This design comes from an exercise in tuning for small area, a short achievable clock period and few clock cycles per item on the open sky130 flow, not from production work. Function was checked by simulation only, so behaviour that the tests miss may differ from the original.

==> flow/design.v, too long to show whole: its modules and the start of the top module <==
// module round56: 32 lines
// module round56n: 31 lines
// module cpa44: 8 lines
// module cpa62c: 9 lines
// module sum_align: 13 lines
// module sum_round: 23 lines
// module fa_cell: 4 lines
// module ha_cell: 4 lines
// module bessel0_fp64: 7131 lines
module bessel0_fp64 (
    input  wire        clk,
    input  wire        rst,
    input  wire        in_valid,
    output wire        in_ready,
    input  wire [63:0] x,
    output reg         out_valid,
    input  wire        out_ready,
    output reg  [63:0] y
);
  // ...
==> flow/run.sh <==
#!/bin/bash
# synth_recipe.tcl (not shown) runs the flow's synth.tcl, then flattens the netlist and writes it again
# the make line also repeats each setting of config.mk as NAME=value (left out here)
make -C /OpenROAD-flow-scripts/flow DESIGN_CONFIG=/design/flow/config.mk WORK_HOME=/design/flow/orfs CLKGATE_MAP_FILE= SYNTH_SCRIPT=/design/flow/synth_recipe.tcl finish
==> flow/config.mk <==
export PLATFORM = sky130hd
export DESIGN_NAME = bessel0_fp64
export DESIGN_NICKNAME = bessel0_fp64
export VERILOG_FILES = /design/flow/design.v
export SDC_FILE = /design/flow/constraint.sdc
export NUM_CORES = 4
export LEC_CHECK = 0
export ABC_AREA = 1
export ABC_CLOCK_PERIOD_IN_PS = 5000
export CAP_MARGIN = 20
export CORE_MARGIN = 2
export CORE_UTILIZATION = 45
export PLACE_DENSITY = 0.6
export SLEW_MARGIN = 50
export SYNTH_HIERARCHICAL = 1
export SYNTH_MINIMUM_KEEP_SIZE = 0
==> flow/constraint.sdc <==
create_clock -name core_clock -period 30.0 [get_ports {clk}]
set_input_delay 6.0000 -clock core_clock [delete_from_list [all_inputs] [get_ports {clk}]]
set_output_delay 6.0000 -clock core_clock [all_outputs]
set_load 0.01 [all_outputs]
==> flow_summary.json, run 1 <==
{
  "outcome": "finished clean",
  "syn_to_final_growth_pct": 9.61,
  "setup_viol": 0,
  "path_max_fanout": 116,
  "grt_antenna_before_repair": 73,
  "drive_gt1_share_pct": 7.17,
  "min_period_ns": 8.71,
  "hp-start": "sf11[6]$_DFF_P_",
  "cts.htree.levels": 5,
  "antenna_left": 0,
  "r2r_slack_ns": 21.88,
  "tritoncts": "yes",
  "relSlewSlack_pct": 43.5,
  "startpoint": "in_valid",
  "tns_ns": 0,
  "maxSlewViolCount": 0,
  "postLayoutCoreUtil_pct": 49.5,
  "nWellTaps": 6706,
  "fin_cells": 32100,
  "timing.hold.ws_ns": 0.283,
  "cp.required_ns": 30.99,
  "grtUsageMet3_pct": 11.7,
  "crit_buf_inv": 6,
  "grt_pass1_wl_um": 1250000,
  "n_all_buffers": 498,
  "core_mm2": 0.506,
  "endpoint": "bt16[22]$_DFF_P_",
  "crit_arrival_ns": 9.70,
  "cts.clk_slew.worst_paths_ns": 0.06,
  "grt_use_met1_pct": 43.6,
  "fin_crit_sh_pct": 29.0,
  "largest-register": "y",
  "clk_latency_ns": 1.04,
  "worstReg2RegEnd": "fo2$_DFF_P_",
  "holdPathEnd": "sf12[6]$_DFF_P_",
  "vias_per_cell": 5.81
}
Testbench counts, summed over its fixed seeds: cycles 8,112, items 128.
==> inputs of run 2 (changes only) <==
--- a/flow/design.v
+++ b/flow/design.v
@@ -264,18 +264,26 @@
     reg [5:0] dr14; reg [55:0] dq14; reg signed [12:0] er14;
     reg [5:0] dr15; reg [55:0] dq15; reg signed [12:0] er15;
     reg [51:0] mb2, ms2; reg signed [12:0] eb2; reg [5:0] sh2;
     reg [56:0] su3; reg signed [12:0] eb3;
     reg [51:0] tf16;  reg signed [11:0] te16;
     reg [26:0] bo16, bt16, bn16;    
     reg signed [13:0] ez15; reg [5:0] kz15;
     reg [3:0]  in_seq, out_seq;
-    assign in_ready = ~v15;
-    wire ins = in_valid & ~v15 & ~rst;
+    reg        ir_v;
+    reg [63:0] ir_x;
+    wire ins = ir_v & ~v15;
+    assign in_ready = ~ir_v | ~v15;
+    wire accept = in_valid & in_ready & ~rst;
+    always @(posedge clk) begin
+        if (in_ready) ir_x <= x;
+        if (rst) ir_v <= 1'b0;
+        else     ir_v <= accept | (ir_v & ~ins);
+    end
     wire [52:0]  s1_t = {1'b1, tf16};
     wire [52:0]  s1_h = {1'b1, hf16};
     wire [105:0] s1_mx, s1_my, s1_qx, s1_qy;
     wire [54:0] bm_bb = {1'd0, s1_t, 1'b0};
     wire bm_o0 = bo16[0];
     wire bm_t0 = bt16[0];
     wire bm_n0 = bn16[0];
     wire bm_o1 = bo16[1];
@@ -7216,18 +7224,18 @@
     wire signed [13:0] sz_e1 = ez15 + 14'sd1;
     wire signed [13:0] sz_e2 = ez15 + 14'sd2;
     wire signed [13:0] sz_te = sz_tr[53] ? sz_e2 : sz_tr[52] ? sz_e1 : ez15;
     wire sz_tz = (kz15 == 6'd55) | sz_tr[54];
     wire sz_dv = ~fz15 & (it15 <= 7'd63);
     wire [6:0]  sz_it = (it15 >= PASS_HOLD) ? PASS_HOLD : it15 + 7'd1;
     wire [8:0]  sz_nn = normdiv(sz_it[5:0]);
     wire [7:0]  sz_n3 = {2'b00, sz_nn[5:0]} + {1'b0, sz_nn[5:0], 1'b0};
-    wire [10:0] nx_e = x[62:52];
-    wire [51:0] nx_f = x[51:0];
+    wire [10:0] nx_e = ir_x[62:52];
+    wire [51:0] nx_f = ir_x[51:0];
     wire [80:0] nx_b = booth(nx_f);
     wire [80:0] sz_b = booth(sz_tr[51:0]);
     always @(posedge clk) begin
         if (ins) begin
             it16 <= PASS_FIRST; sn16 <= in_seq;
             dd16 <= 6'd32; d316 <= 8'd96;
             fn16 <= (nx_e == 11'h7ff) & (nx_f != 52'd0);
             fo16 <= (nx_e == 11'h7ff) & (nx_f == 52'd0);
==> flow/config.mk (replaced) <==
export PLATFORM = sky130hd
export DESIGN_NAME = bessel0_fp64
export DESIGN_NICKNAME = bessel0_fp64
export VERILOG_FILES = /design/flow/design.v
export SDC_FILE = /design/flow/constraint.sdc
export NUM_CORES = 4
export LEC_CHECK = 0
export ABC_AREA = 1
export ABC_CLOCK_PERIOD_IN_PS = 5000
export CAP_MARGIN = 20
export CORE_MARGIN = 2
export CORE_UTILIZATION = 40
export PLACE_DENSITY = 0.55
export SLEW_MARGIN = 50
export SYNTH_HIERARCHICAL = 1
export SYNTH_MINIMUM_KEEP_SIZE = 0
==> flow_summary.json, run 2 <==
{
  "nNetsFinal": 28000,
  "grt_antenna_before_repair": 74,
  "dp_hpwl_um": 649000,
  "syn_area_mm2": 0.230,
  "core_mm2": 0.573,
  "dieArea_mm2": 0.581,
  "worstMarginPinSlew_ns": 0.870,
  "tritoncts": "yes",
  "timing.rr.start": "ep1[1]$_DFF_P_",
  "multiInputGateArea_mm2": 0.134,
  "layout_setup_ws_ns": 21.74,
  "die_y_um": 762,
  "rows": 278,
  "worstReg2RegEnd": "fo2$_DFF_P_",
  "crit_slowest_cell": "clkdlybuf4s50_1",
  "wire_per_inst_um": 26.8,
  "postLayoutCoreUtil_pct": 44.3,
  "endpoint": "out_valid",
  "drv_cap": 0,
  "ioPinCount": 134,
  "gp_congestion": 1.00,
  "dp_slack_ns": 21.33,
  "drt_iter0_markers": 21700,
  "final_cell_mix": "nand2_1, dfxtp_1, inv_1, fa_1, xor2_1",
  "io_buffers": 131,
  "grt_pass1_vias": 185000,
  "timing.hold.ws_ns": 0.259,
  "antenna_left": 0,
  "gr-total-overflow": 0,
  "cts_resized": 0,
  "min_period_ns": 8.26,
  "grt_setup_unrepaired": "no",
  "start_kind": "flip-flop",
  "clk_latency_ns": 1.08,
  "cp_num_cells": 1,
  "cts_buffer_depth": 4,
  "cts_root_buf": "clkbuf_16",
  "start_util_pct": 40.1,
  "die_x_um": 762,
  "vias_per_cell": 5.63,
  "syn_to_final_growth_pct": 10.5,
  "synth_warnings": 10,
  "crit_arrival_ns": 2.26,
  "regArea_mm2": 0.0815,
  "clock.fmax_mhz": 121,
  "critPathKind": "flip-flop to primary output",
  "min_path_type": "flip-flop to flip-flop",
  "maxSlewViolCount": 0,
  "cts_buffers": 398,
  "grt_usage_pct": 30.0,
  "drc": 0,
  "final_common_cell": "nand2_1",
  "largest_registers": "ir_x (63), y (63)",
  "drive_gt1_share_pct": 7.17,
  "cp.required_ns": 24.00,
  "path_max_fanout": 2,
  "worstRegToRegCells": 37,
  "worst_setup_path_end_kind": "primary output",
  "cts.sinks": 4000,
  "fillers": 55400,
  "grt_max_degree": 109,
  "fin_crit_sh_pct": 27.5,
  "syn_inst": 25500,
  "cp_top_family": "buffers and inverters",
  "syn_avg_cell_area_um2": 9.01,
  "vias": 187000,
  "outcome": "finished clean",
  "cts.htree.levels": 5,
  "cts_setup_buffers": 0,
  "ctsHoldBuffers": 0,
  "crit_buf_inv": 1,
  "path_cells": "clkdlybuf4s50_1",
  "setup_viol": 0,
  "first_pass_iters": 10,
  "cts.clk_slew.worst_paths_ns": 0.06,
  "r2r_slack_ns": 22.06,
  "clock_skew_ns": 0.119,
  "max_stage_delay_ns": 0.63,
  "startpoint": "out_valid$_SDFFE_PP0P_",
  "tns_ns": 0,
  "grt_pass1_wl_um": 1280000,
  "hold_violations": 0,
  "relSlewSlack_pct": 42.0,
  "routed_wl_um": 891000
}
run 2: layout make-up:
class / count / area share, %
multi-input cells: 17700 / 52.8
flip-flops and latches: 4000 / 32.1
clock buffers: 545 / 4.45
inverters: 2611 / 3.92
well taps: 7560 / 3.73
repair buffers: 458 / 1.85
clock inverters: 188 / 0.991
diodes: 144 / 0.142
run 2: how the worst min path moves through the flow:
| stage | startpoint | endpoint | cells after the start |
|---|---|---|---|
| after floorplan | d316[0]$_SDFF_PP0_ | d31[0]$_DFF_P_ | 0 |
| after global placement | hx14[1]$_DFF_P_ | hx15[1]$_DFF_P_ | 0 |
| after detailed placement | sf12[31]$_DFF_P_ | sf13[31]$_DFF_P_ | 0 |
| after CTS | hf12[38]$_DFF_P_ | hf13[38]$_DFF_P_ | 0 |
| after global routing | hf12[38]$_DFF_P_ | hf13[38]$_DFF_P_ | 0 |
| final | eb2[7]$_DFF_P_ | eb3[7]$_DFF_P_ | 0 |
run 2: layer usage:
metal  vias up  wire length, um  GRT usage, %
met5         -             1230         0.631
met4        62            62800          17.5
met3      2946           113000          11.5
met2     10900           357000          42.2
met1     90500           357000          38.9
li1      82300                -             -
run 2: per-stage QoR:
stage / cell area, um2 / cells
after floorplan: 230000 / 25600
after global placement: 238000 / 32300
after detailed placement: 239000 / 32300
after CTS: 253000 / 33000
after global routing: 254000 / 33200
final: 254000 / 33200
Testbench counts of run 2, summed over its fixed seeds: cycles 8,120, items 128.

[re-timing with driven ports]
No port has a modelled driver above. Below, the same layouts with a new extraction and two added sets of constraints.
Step 1 sets driving cells, clkbuf_16 on the clock port and buf_2 on the other inputs (assumed; they add their load-dependent delay and slew).
Step 2 adds t to the input delays and takes it off the output delays; t is the mean of the earliest and latest rising clock arrival at the registers after step 1. Input paths then give back, and output paths get back, about the clock's delay inside the block.
a / b / c = ideal / step 1 / step 2; a / b = the first two.
run | t (ns) | setup WS [ns] | worst setup path after step 2 | slew at the worst register clock pin (ns)
run 1 | 1.114 | 21.287 / 21.375 / 20.261 | input to register | 0.08 / 0.08
run 2 | 1.143 | 21.744 / 21.608 / 21.375 | input to register | 0.07 / 0.07
After both steps setup and hold are still met in every run listed. The setup slack of run 1, which loses most, moves by +0.088 ns with the drivers and by -1.026 ns with both steps.
